Source: an optimization exercise on an open RTL-to-GDS flow (aim: small area, a short achievable clock period and few clock cycles per item). Production flows keep margins and buffers that such runs may drop. In this exercise RTL edits were held to simulation tests only and were not proved equivalent to the original. Power figures rest on the tool's default switching activity, not on a simulated workload.

==> inputs of trial 93 <==
## psg_envpass
module psg_envpass (
    input  wire        clk,
    input  wire        rst,
    input  wire        ld_we,
    input  wire [2:0]  ld_track,
    input  wire [3:0]  ld_addr,
    input  wire [31:0] ld_data,
    input  wire        cmd_valid,
    input  wire [1:0]  cmd_op,
    output wire        cmd_ready,
    output reg         res_valid,
    output reg  [5:0]  res_upd,
    output reg  [5:0]  res_env,
    output wire [95:0] res_val,
    output reg         res_done
);
export LEC_CHECK = 0
export ABC_AREA = 1
export CAP_MARGIN = 20
export CORE_MARGIN = 2
export CORE_UTILIZATION = 28
export PLACE_DENSITY = 0.33
export SLEW_MARGIN = 20
create_clock -name core_clock -period 12.0 [get_ports {clk}]
standard.sh (not shown) runs the stock make flow with config.mk's settings and CLKGATE_MAP_FILE= SYNTH_SCRIPT=/design/flow/synth_recipe.tcl, a recipe that flattens the netlist after the stock synthesis.
==> flow/flow/run.sh <==
#!/bin/bash
set -euo pipefail
bash standard.sh SETUP_SLACK_MARGIN=7.5 TNS_END_PERCENT=10 finish > standard_flow.log 2>&1
==> trial 67: changes against trial 93 <==
--- a/flow/design.v
+++ b/flow/design.v
@@ -129,13 +129,13 @@
     reg        t_nz   [0:5];
     reg        t_hold [0:5];
     reg        t_arr  [0:5];
     reg        t_loop [0:5];
     reg        t_end  [0:5];     
     reg        t_same [0:5];     
-    reg [15:0] t_val  [0:5];     
+    reg [3:0]  t_pnew [0:5];     
     reg [13:0] oh [0:5];
     reg [3:0]  pcs;
     integer k, jj;
     always @* begin
         for (k = 0; k < 6; k = k + 1) begin
             oh[k] = {2'b00, poh[k]};
@@ -155,73 +155,70 @@
             else if (!t_hold[k] && t_arr[k])
                 t_end[k] = t_loop[k] ? (hls[k] == hn[k] - 4'd1)
                                      : (pnt[k] + 4'd1 == hn[k] - 4'd1);
             else
                 t_end[k] = (pnt[k] == hn[k] - 4'd1);
             t_same[k] = same(k[2:0], pa_y[k], pb_y[k]);
-            t_val[k] = conv(k[2:0], (t_hold[k] || !t_arr[k]) ? pa_y[k] : pb_y[k]);
+            if (t_hold[k] || !t_arr[k])
+                t_pnew[k] = pnt[k];
+            else if (t_loop[k])
+                t_pnew[k] = hls[k];
+            else
+                t_pnew[k] = pnt[k] + 4'd1;
         end
     end
     wire haspts = !(t_nz[0] && t_nz[1] && t_nz[2] && t_nz[3] && t_nz[4] && t_nz[5]);
     wire allend = t_end[0] && t_end[1] && t_end[2] && t_end[3] && t_end[4] && t_end[5];
     wire term   = (haspts && allend) || (t_nz[0] && released);
     wire can     = ((pend & (pend - 6'd1)) == 6'd0) && (fix == 6'd0);
     wire proc    = cv && can;
     wire accept  = cmd_valid && rdy;
     wire do_tick = proc && cop == OP_TICK;
     wire do_trig = proc && cop == OP_TRIG;
     wire do_rel  = proc && cop == OP_REL;
     reg [5:0]    n_zp, n_int, n_fix;
-    reg [95:0]   n_val;
+    reg [23:0]   n_pa;
     integer q;
     always @* begin
-        n_zp = 6'd0; n_int = 6'd0; n_fix = 6'd0; n_val = 96'd0;
+        n_zp = 6'd0; n_int = 6'd0; n_fix = 6'd0;
+        for (q = 0; q < 6; q = q + 1)
+            n_pa[q*4 +: 4] = t_pnew[q];
         for (q = 0; q < 6; q = q + 1) begin
             if (live) begin
                 if (t_nz[q]) begin
                     n_zp[q] = (nt[q] == 16'd1);
                 end else if (!t_hold[q] && !t_arr[q] && !t_same[q]) begin
                     n_int[q] = 1'b1;
                 end else if (!t_hold[q] && t_arr[q] && t_loop[q]) begin
                     n_fix[q] = 1'b1;
-                end else begin
-                    n_val[q*16 +: 16] = t_val[q];
                 end
             end
         end
     end
     wire [5:0] isel  = pend & (~pend + 6'd1);
     wire [5:0] pnext = pend & ~isel;
     reg          t0_v;
     reg          t0_live;
     reg [5:0]    t0_zp, t0_int;
     reg          t0_done;
-    reg [VW-1:0] t0_val;
-    wire t0_go = t0_v && (pnext == 6'd0) && (fix == 6'd0);
+    reg [23:0]   t0_pa;
+    wire t0_go = t0_v && (pnext == 6'd0);
     reg          dl_v    [1:NU];
     reg          dl_live [1:NU];
     reg [5:0]    dl_zp   [1:NU];
     reg [5:0]    dl_int  [1:NU];
     reg          dl_done [1:NU];
-    reg [VW-1:0] dl_val  [1:NU];
+    reg [23:0]   dl_pa   [1:NU];
     reg [5:0] pend_n, fix_n;
     reg       cv_n;
     always @* begin
         cv_n   = accept || (cv && !proc);
         pend_n = do_tick ? n_int : pnext;
         fix_n  = do_tick ? n_fix : 6'd0;
     end
-    wire [95:0] t0_val_u = unpack(t0_val);
-    reg [95:0] fixv;
     integer m;
-    always @* begin
-        fixv = t0_val_u;
-        for (m = 0; m < 6; m = m + 1)
-            if (fix[m])
-                fixv[m*16 +: 16] = conv(m[2:0], pa_y[m]);
-    end
     always @(posedge clk) begin
         if (rst) begin
             live     <= 1'b0;
             released <= 1'b0;
             rdy      <= 1'b1;
             cv       <= 1'b0;
@@ -277,20 +274,18 @@
                         nt[m]  <= nt[m] + 16'd1;
                         nx[m]  <= pc_x[m];
                     end
                 end
             end
         end
-        if (fix != 6'd0)
-            t0_val <= pack(fixv);
         if (do_tick) begin
             t0_live <= live;
             t0_zp   <= n_zp;
             t0_int  <= n_int;
             t0_done <= live && term;
-            t0_val  <= pack(n_val);
+            t0_pa   <= n_pa;
         end
     end
     reg [15:0] s_pax, s_pay, s_pbx, s_pby, s_t;
     reg [2:0]  s_tid;
     integer u;
     always @* begin
@@ -417,33 +412,43 @@
     wire [15:0] uv   = us_neg[NU-1] ? (us_ay[NU-1] - uq) : (us_ay[NU-1] + uq);
     wire        uout = us_v[NU-1];
     wire [2:0]  utid = us_tid[NU-1];
     wire [95:0] uval = {conv(3'd5, uv), conv(3'd4, uv), conv(3'd3, uv),
                         conv(3'd2, uv), conv(3'd1, uv), conv(3'd0, uv)};
     reg  [VW-1:0] rv;                  
-    wire [95:0]   dl_out = unpack(dl_val[NU]);
+    reg [5:0] envm;
+    integer f;
+    always @* begin
+        for (f = 0; f < 6; f = f + 1)
+            envm[f] = dl_live[NU] && (hn[f] != 4'd0);
+    end
+    reg  [95:0]   dl_out;
+    integer g, h;
+    always @* begin
+        for (g = 0; g < 6; g = g + 1) begin
+            dl_out[g*16 +: 16] = 16'd0;
+            for (h = 0; h < 12; h = h + 1)
+                if (dl_pa[NU][g*4 +: 4] == h)
+                    dl_out[g*16 +: 16] = dl_out[g*16 +: 16] | py[g][h];
+            dl_out[g*16 +: 16] = envm[g] ? conv(g[2:0], dl_out[g*16 +: 16]) : 16'd0;
+        end
+    end
     wire [95:0]   uv_pk  = uval;
     assign res_val = unpack(rv);
     reg [VW-1:0] rv_n;
     reg [95:0]   rv_w;
-    integer f;
     always @* begin
         rv_w = unpack(rv);
         for (f = 0; f < 6; f = f + 1) begin
             if (uout && utid == f)
                 rv_w[f*16 +: 16] = uv_pk[f*16 +: 16];
             else if (dl_v[NU] && !dl_int[NU][f])
                 rv_w[f*16 +: 16] = dl_out[f*16 +: 16];
         end
         rv_n = pack(rv_w);
     end
-    reg [5:0] envm;
-    always @* begin
-        for (f = 0; f < 6; f = f + 1)
-            envm[f] = dl_live[NU] && (hn[f] != 4'd0);
-    end
     always @(posedge clk) begin
         if (rst) begin
             for (f = 1; f <= NU; f = f + 1)
                 dl_v[f] <= 1'b0;
             res_valid <= 1'b0;
         end else begin
@@ -453,19 +458,19 @@
             res_valid <= dl_v[NU];
         end
         dl_live[1] <= t0_live;
         dl_zp[1]   <= t0_zp;
         dl_int[1]  <= t0_int;
         dl_done[1] <= t0_done;
-        dl_val[1]  <= t0_val;
+        dl_pa[1]   <= t0_pa;
         for (f = 2; f <= NU; f = f + 1) begin
             dl_live[f] <= dl_live[f-1];
             dl_zp[f]   <= dl_zp[f-1];
             dl_int[f]  <= dl_int[f-1];
             dl_done[f] <= dl_done[f-1];
-            dl_val[f]  <= dl_val[f-1];
+            dl_pa[f]   <= dl_pa[f-1];
         end
         if (dl_v[NU]) begin
             res_upd  <= envm | dl_zp[NU];
             res_env  <= envm;
             res_done <= dl_done[NU];
         end
==> flow/flow/run.sh (replaced) <==
#!/bin/bash
set -euo pipefail
bash standard.sh SETUP_SLACK_MARGIN=8 TNS_END_PERCENT=10 finish > standard_flow.log 2>&1
==> flow/config.mk (replaced) <==
export PLATFORM = sky130hd
export DESIGN_NAME = psg_envpass
export DESIGN_NICKNAME = psg_envpass
export VERILOG_FILES = /design/flow/design.v
export SDC_FILE = /design/flow/constraint.sdc
export NUM_CORES = 4
export LEC_CHECK = 0
export ABC_AREA = 1
export CAP_MARGIN = 20
export CELL_PAD_IN_SITES_DETAIL_PLACEMENT = 1
export CELL_PAD_IN_SITES_GLOBAL_PLACEMENT = 2
export CORE_MARGIN = 2
export CORE_UTILIZATION = 32
export CTS_BUF_LIST = sky130_fd_sc_hd__clkbuf_4 sky130_fd_sc_hd__clkbuf_8
export CTS_CLUSTER_SIZE = 24
export PLACE_DENSITY = 0.36
export SLEW_MARGIN = 20
==> notes <==
- Trial 93 completed with no timing, DRC or antenna violations. Trial 67 passed the timing, DRC and antenna checks.
- In trial 67 the clock power is smaller than in trial 93, by about 13%.
- Of trial 67 and trial 93, trial 67 has the higher global-route usage (gap 7.1 points).
- Against trial 93, the first-iteration DRC count of trial 67 is higher by 19%.
- Of trial 67 and trial 93, trial 93 has the higher sequential cell count (gap 507).
- In trial 93 the final area is larger than in trial 67, by 2.8%.
- Between trial 93 and trial 67, the lower clock-buffer cell count is in trial 93 (gap 307).
- In sequential power, trial 67 and trial 93 hardly differ.
Testbench counts of trial 93, summed over its fixed seeds: cycles 35,697, ticks 9,029.
Testbench counts of trial 67, summed over its fixed seeds: cycles 35,697, ticks 9,029.

-- port drivers added, routing unchanged --
No port has a modelled driver above. Below, the same layouts with a new extraction and two added sets of constraints. Step 1, drivers: a clkbuf_16 drives clk and a buf_2 each remaining input, both assumed. Step 2 times the ports against the registers' clock, not the clock port: input delays grow and output delays shrink by t, the midpoint of the rising clock arrivals with the driver on. Slacks: no drivers / after step 1 / after step 2; pairs: no drivers / after step 1.
| run | t, ns | slack for setup (ns) | hold WS [ns] | clock arrival spread, ns | cell pins on the clock port's net |
|---|---|---|---|---|---|
| trial 93 | 1.251 | 7.162 / 7.162 / 7.162 | 0.298 / 0.298 / 0.298 | 0.072 / 0.072 | 1 |
| trial 67 | 1.476 | 7.136 / 7.004 / 7.609 | 0.299 / 0.299 / 0.299 | 0.114 / 0.113 | 1 |
After both steps every run listed still meets setup and hold.
